This design comes from an exercise in tuning for small area, a short achievable clock period and few clock cycles per item on the open sky130 flow, not from production work. RTL that was checked went through simulation tests only; none was proved equivalent to the original. Power is estimated from default activity; no workload was simulated.

== alpha ==
// blackhole_core
module blackhole_core (
    input  wire        clk,
    input  wire        rst,
    input  wire        cmd_valid,
    input  wire [31:0] cmd_word,
    output wire        cmd_ready,
    output wire        busy,
    input  wire [2:0]  sr_sel,
    output reg  [31:0] sr_data,
    output wire        map_req,
    output wire [1:0]  map_space,
    output wire [31:0] map_size,
    input  wire        map_ok,
    input  wire        map_fail,
    output wire        rd_req,
    output wire [1:0]  rd_space,
    output wire [31:0] rd_addr,
    input  wire        rd_ack,
    input  wire [7:0]  rd_data,
    output wire        wr_req,
    output wire [1:0]  wr_sink,
    output wire [3:0]  wr_len,
    output wire [63:0] wr_data,
    input  wire        wr_ack,
    input  wire [3:0]  wr_accepted,
    input  wire        wr_fail
);
Size: about 430 flip-flops, ~0.029 mm2 of cells after synthesis.
clock: 8.0 ns
lec_check: 0
cap_margin: 20
core_margin: 2
core_utilization: 55
place_density: 0.7
setup_slack_margin: 3.5
slew_margin: 20
run.sh (not shown) runs the stock make flow with config.mk's settings and CLKGATE_MAP_FILE= SYNTH_SCRIPT=/design/flow/synth_recipe.tcl, a recipe that flattens the netlist after the stock synthesis.
alpha has completed all stages; timing, DRC and antenna checks passed.
[inputs] beta vs alpha
diff --git a/flow/config.mk b/flow/config.mk
--- a/flow/config.mk
+++ b/flow/config.mk
@@ -10,3 +10,3 @@
-export CORE_UTILIZATION = 55
-export PLACE_DENSITY = 0.7
-export SETUP_SLACK_MARGIN = 3.5
+export CORE_UTILIZATION = 40
+export PLACE_DENSITY = 0.6
+export SETUP_SLACK_MARGIN = 3.0
[summary]
- beta did not stop at any stage, and its layout met the timing, DRC and antenna checks.
- Compared with alpha, in beta post-layout minimum cycle time saw an increase, worst hold slack after final layout grew by 6.4 ps, global-route usage over all layers has decreased, fraction of area in multi-input gates moved down, number of combinational gates with multiple inputs did not really move.
- Higher ratio of final minimum period to clock period was reported by beta, not alpha.
Edits applied to the flow inputs when going from beta to gamma:
diff --git a/flow/config.mk b/flow/config.mk
--- a/flow/config.mk
+++ b/flow/config.mk
@@ -12 +12 @@
-export SETUP_SLACK_MARGIN = 3.0
+export SETUP_SLACK_MARGIN = 4.0
Notes after the runs:
The flow did not stop early for gamma: all stages ran, and the layout cleared the timing, DRC and antenna checks. Core utilization ended up 4.8 points higher on gamma than on beta. Reported for beta and gamma, area of the die turned out identical to the last digit. [gamma] final cycle utilization of the critical path rose 0.28 points relative to beta. Fraction of area in registers delta for gamma relative to beta: 3.0 points lower. gamma ended up with cmd_word[13] as its timing startpoint of the critical path; beta ended up with cmd_word[1].
No functional check of the RTL was part of any run of this note.

* * *

Another version of the RTL of blackhole_core (not shown whole).
For scale: about 3,100 cells after synthesis, about 230 I/O pins.
clock: 8.0 ns
lec_check: 0
cap_margin: 20
core_margin: 2
core_utilization: 40
cts_buf_list: sky130_fd_sc_hd__clkbuf_16
cts_cluster_diameter: 60
cts_cluster_size: 25
place_density: 0.6
setup_slack_margin: 3.5
slew_margin: 20
synth_hierarchical: 1
standard.sh (not shown) runs the stock make flow with config.mk's settings and CLKGATE_MAP_FILE= SYNTH_SCRIPT=/design/flow/synth_recipe.tcl, a recipe that flattens the netlist after the stock synthesis.
==> flow/flow/run.sh <==
#!/bin/bash
# The standard layout, with the port buffers made of buf_1 cells (the
# standard flow's buffer_ports picks clkdlybuf4s50_1, which is larger and
# slower); repair may still resize them.
set -euo pipefail
export BUFFER_PORTS_ARGS="-buffer_cell sky130_fd_sc_hd__buf_1"
bash standard.sh > standard.log 2>&1
Testbench counts at the start, summed over its fixed seeds: cycles 20,438, bytes 5,372.
Next try:
==> flow/flow/run.sh (replaced) <==
#!/bin/bash
# The standard layout, with the port buffers made of buf_2 cells (the
# standard flow's buffer_ports picks clkdlybuf4s50_1, which is larger and
# slower); repair may still resize them.
set -euo pipefail
export BUFFER_PORTS_ARGS="-buffer_cell sky130_fd_sc_hd__buf_2"
bash standard.sh > standard.log 2>&1
After rerunning: Non-clock buffer count went down by 1; clock-buffer cell count went up by 2; final area went up by 0.86%; routed wire length went down by 0.89%; worst setup slack gets better by 100 ps; synthesized cell count is unchanged; combinational power went up by about 0.8%; total power went up by 0.86%.
Next try:
--- a/flow/config.mk
+++ b/flow/config.mk
@@ -9,3 +9,3 @@
 export CORE_MARGIN = 2
-export CORE_UTILIZATION = 40
+export CORE_UTILIZATION = 55
 export CTS_BUF_LIST = sky130_fd_sc_hd__clkbuf_16
@@ -13,3 +13,3 @@
 export CTS_CLUSTER_SIZE = 25
-export PLACE_DENSITY = 0.6
+export PLACE_DENSITY = 0.75
 export SETUP_SLACK_MARGIN = 3.5
Result:
- fmax falls slightly
- sequential share of layout area climbs by 0.40 points
- total power is higher slightly
- via count goes up by a few percent
Next try:
==> flow/flow/run.sh (replaced) <==
#!/bin/bash
# The standard layout, with the port buffers made of buf_1 cells (the
# standard flow's buffer_ports picks clkdlybuf4s50_1, which is larger and
# slower); repair may still resize them.
set -euo pipefail
export BUFFER_PORTS_ARGS="-buffer_cell sky130_fd_sc_hd__buf_1"
bash standard.sh > standard.log 2>&1
--- a/flow/config.mk
+++ b/flow/config.mk
@@ -9,3 +9,3 @@
 export CORE_MARGIN = 2
-export CORE_UTILIZATION = 55
+export CORE_UTILIZATION = 40
 export CTS_BUF_LIST = sky130_fd_sc_hd__clkbuf_16
@@ -13,4 +13,4 @@
 export CTS_CLUSTER_SIZE = 25
-export PLACE_DENSITY = 0.75
-export SETUP_SLACK_MARGIN = 3.5
+export PLACE_DENSITY = 0.6
+export SETUP_SLACK_MARGIN = 3.25
 export SLEW_MARGIN = 20
Result: Utilization shrinks by 18 points; critical path depth does not change; via count went down by 4.4%; sequential power goes down by about 2%; hold slack is worse by 14 ps; setup slack got worse by 120 ps; register-to-register slack loses 160 ps; final cell count rose by 6.9%; final area goes down by 0.92%; combinational power is lower by about 3%; synthesized cell count does not change.
Next try:
==> flow/run.sh (new file) <==
#!/bin/bash
# synth_recipe.tcl (not shown) runs the flow's synth.tcl, then flattens the netlist and writes it again
# the make line also repeats each setting of config.mk as NAME=value (left out here)
make -C /OpenROAD-flow-scripts/flow DESIGN_CONFIG=/design/flow/config.mk WORK_HOME=/design/flow/orfs CLKGATE_MAP_FILE= SYNTH_SCRIPT=/design/flow/synth_recipe.tcl finish
--- a/flow/config.mk
+++ b/flow/config.mk
@@ -10,7 +10,5 @@
 export CORE_UTILIZATION = 40
-export CTS_BUF_LIST = sky130_fd_sc_hd__clkbuf_16
-export CTS_CLUSTER_DIAMETER = 60
-export CTS_CLUSTER_SIZE = 25
+export CTS_BUF_LIST = sky130_fd_sc_hd__clkbuf_4 sky130_fd_sc_hd__clkbuf_8
 export PLACE_DENSITY = 0.6
-export SETUP_SLACK_MARGIN = 3.25
+export SETUP_SLACK_MARGIN = 3.5
 export SLEW_MARGIN = 20
removed: flow/flow/run.sh
removed: flow/standard.sh
=>
- total power rose by about 9%
- clock skew rose by 8.8 ps
- synthesized cell count does not change
- global-route usage rose by 3.2 points
- area after synthesis does not change
- worst setup slack improves by 140 ps
- hold slack improves by 15 ps
- sequential cell count does not change

[separate check: timing with driven ports]
How much do the figures lean on ideal ports? The routed layouts below were timed once more, with nothing changed but the port constraints. Step 1: set_driving_cell puts a clkbuf_16 on clk and a buf_2 on each other input, an assumption about the parent block. Step 2 also shifts input and output timing later by t, the mid clock arrival at the registers, as if the neighbouring blocks saw the same clock. Three values: ideal, step 1, step 2; two values: the first two.
run	t (ns)	setup WS [ns]	worst data-port slew with drivers (ns)	pins driven straight from the clock port
alpha	0.665	3.025 / 2.978 / 2.762	0.07	1
beta	0.676	2.919 / 2.872 / 2.300	0.09	1
gamma	0.686	2.896 / 2.803 / 2.803	0.13	1
the first run of note 2	0.653	3.234 / 3.174 / 2.959	0.11	1
the second run of note 2	0.655	3.334 / 3.287 / 2.985	0.13	1
the third run of note 2	0.652	3.277 / 3.212 / 2.830	0.09	1
the fourth run of note 2	0.657	3.154 / 3.125 / 2.718	0.10	1
the fifth run of note 2	0.762	3.291 / 3.258 / 2.852	0.09	1
After both steps setup and hold are still met in every run listed. The setup slack of beta, which loses most, moves by -0.047 ns with the drivers and by -0.619 ns with both steps.
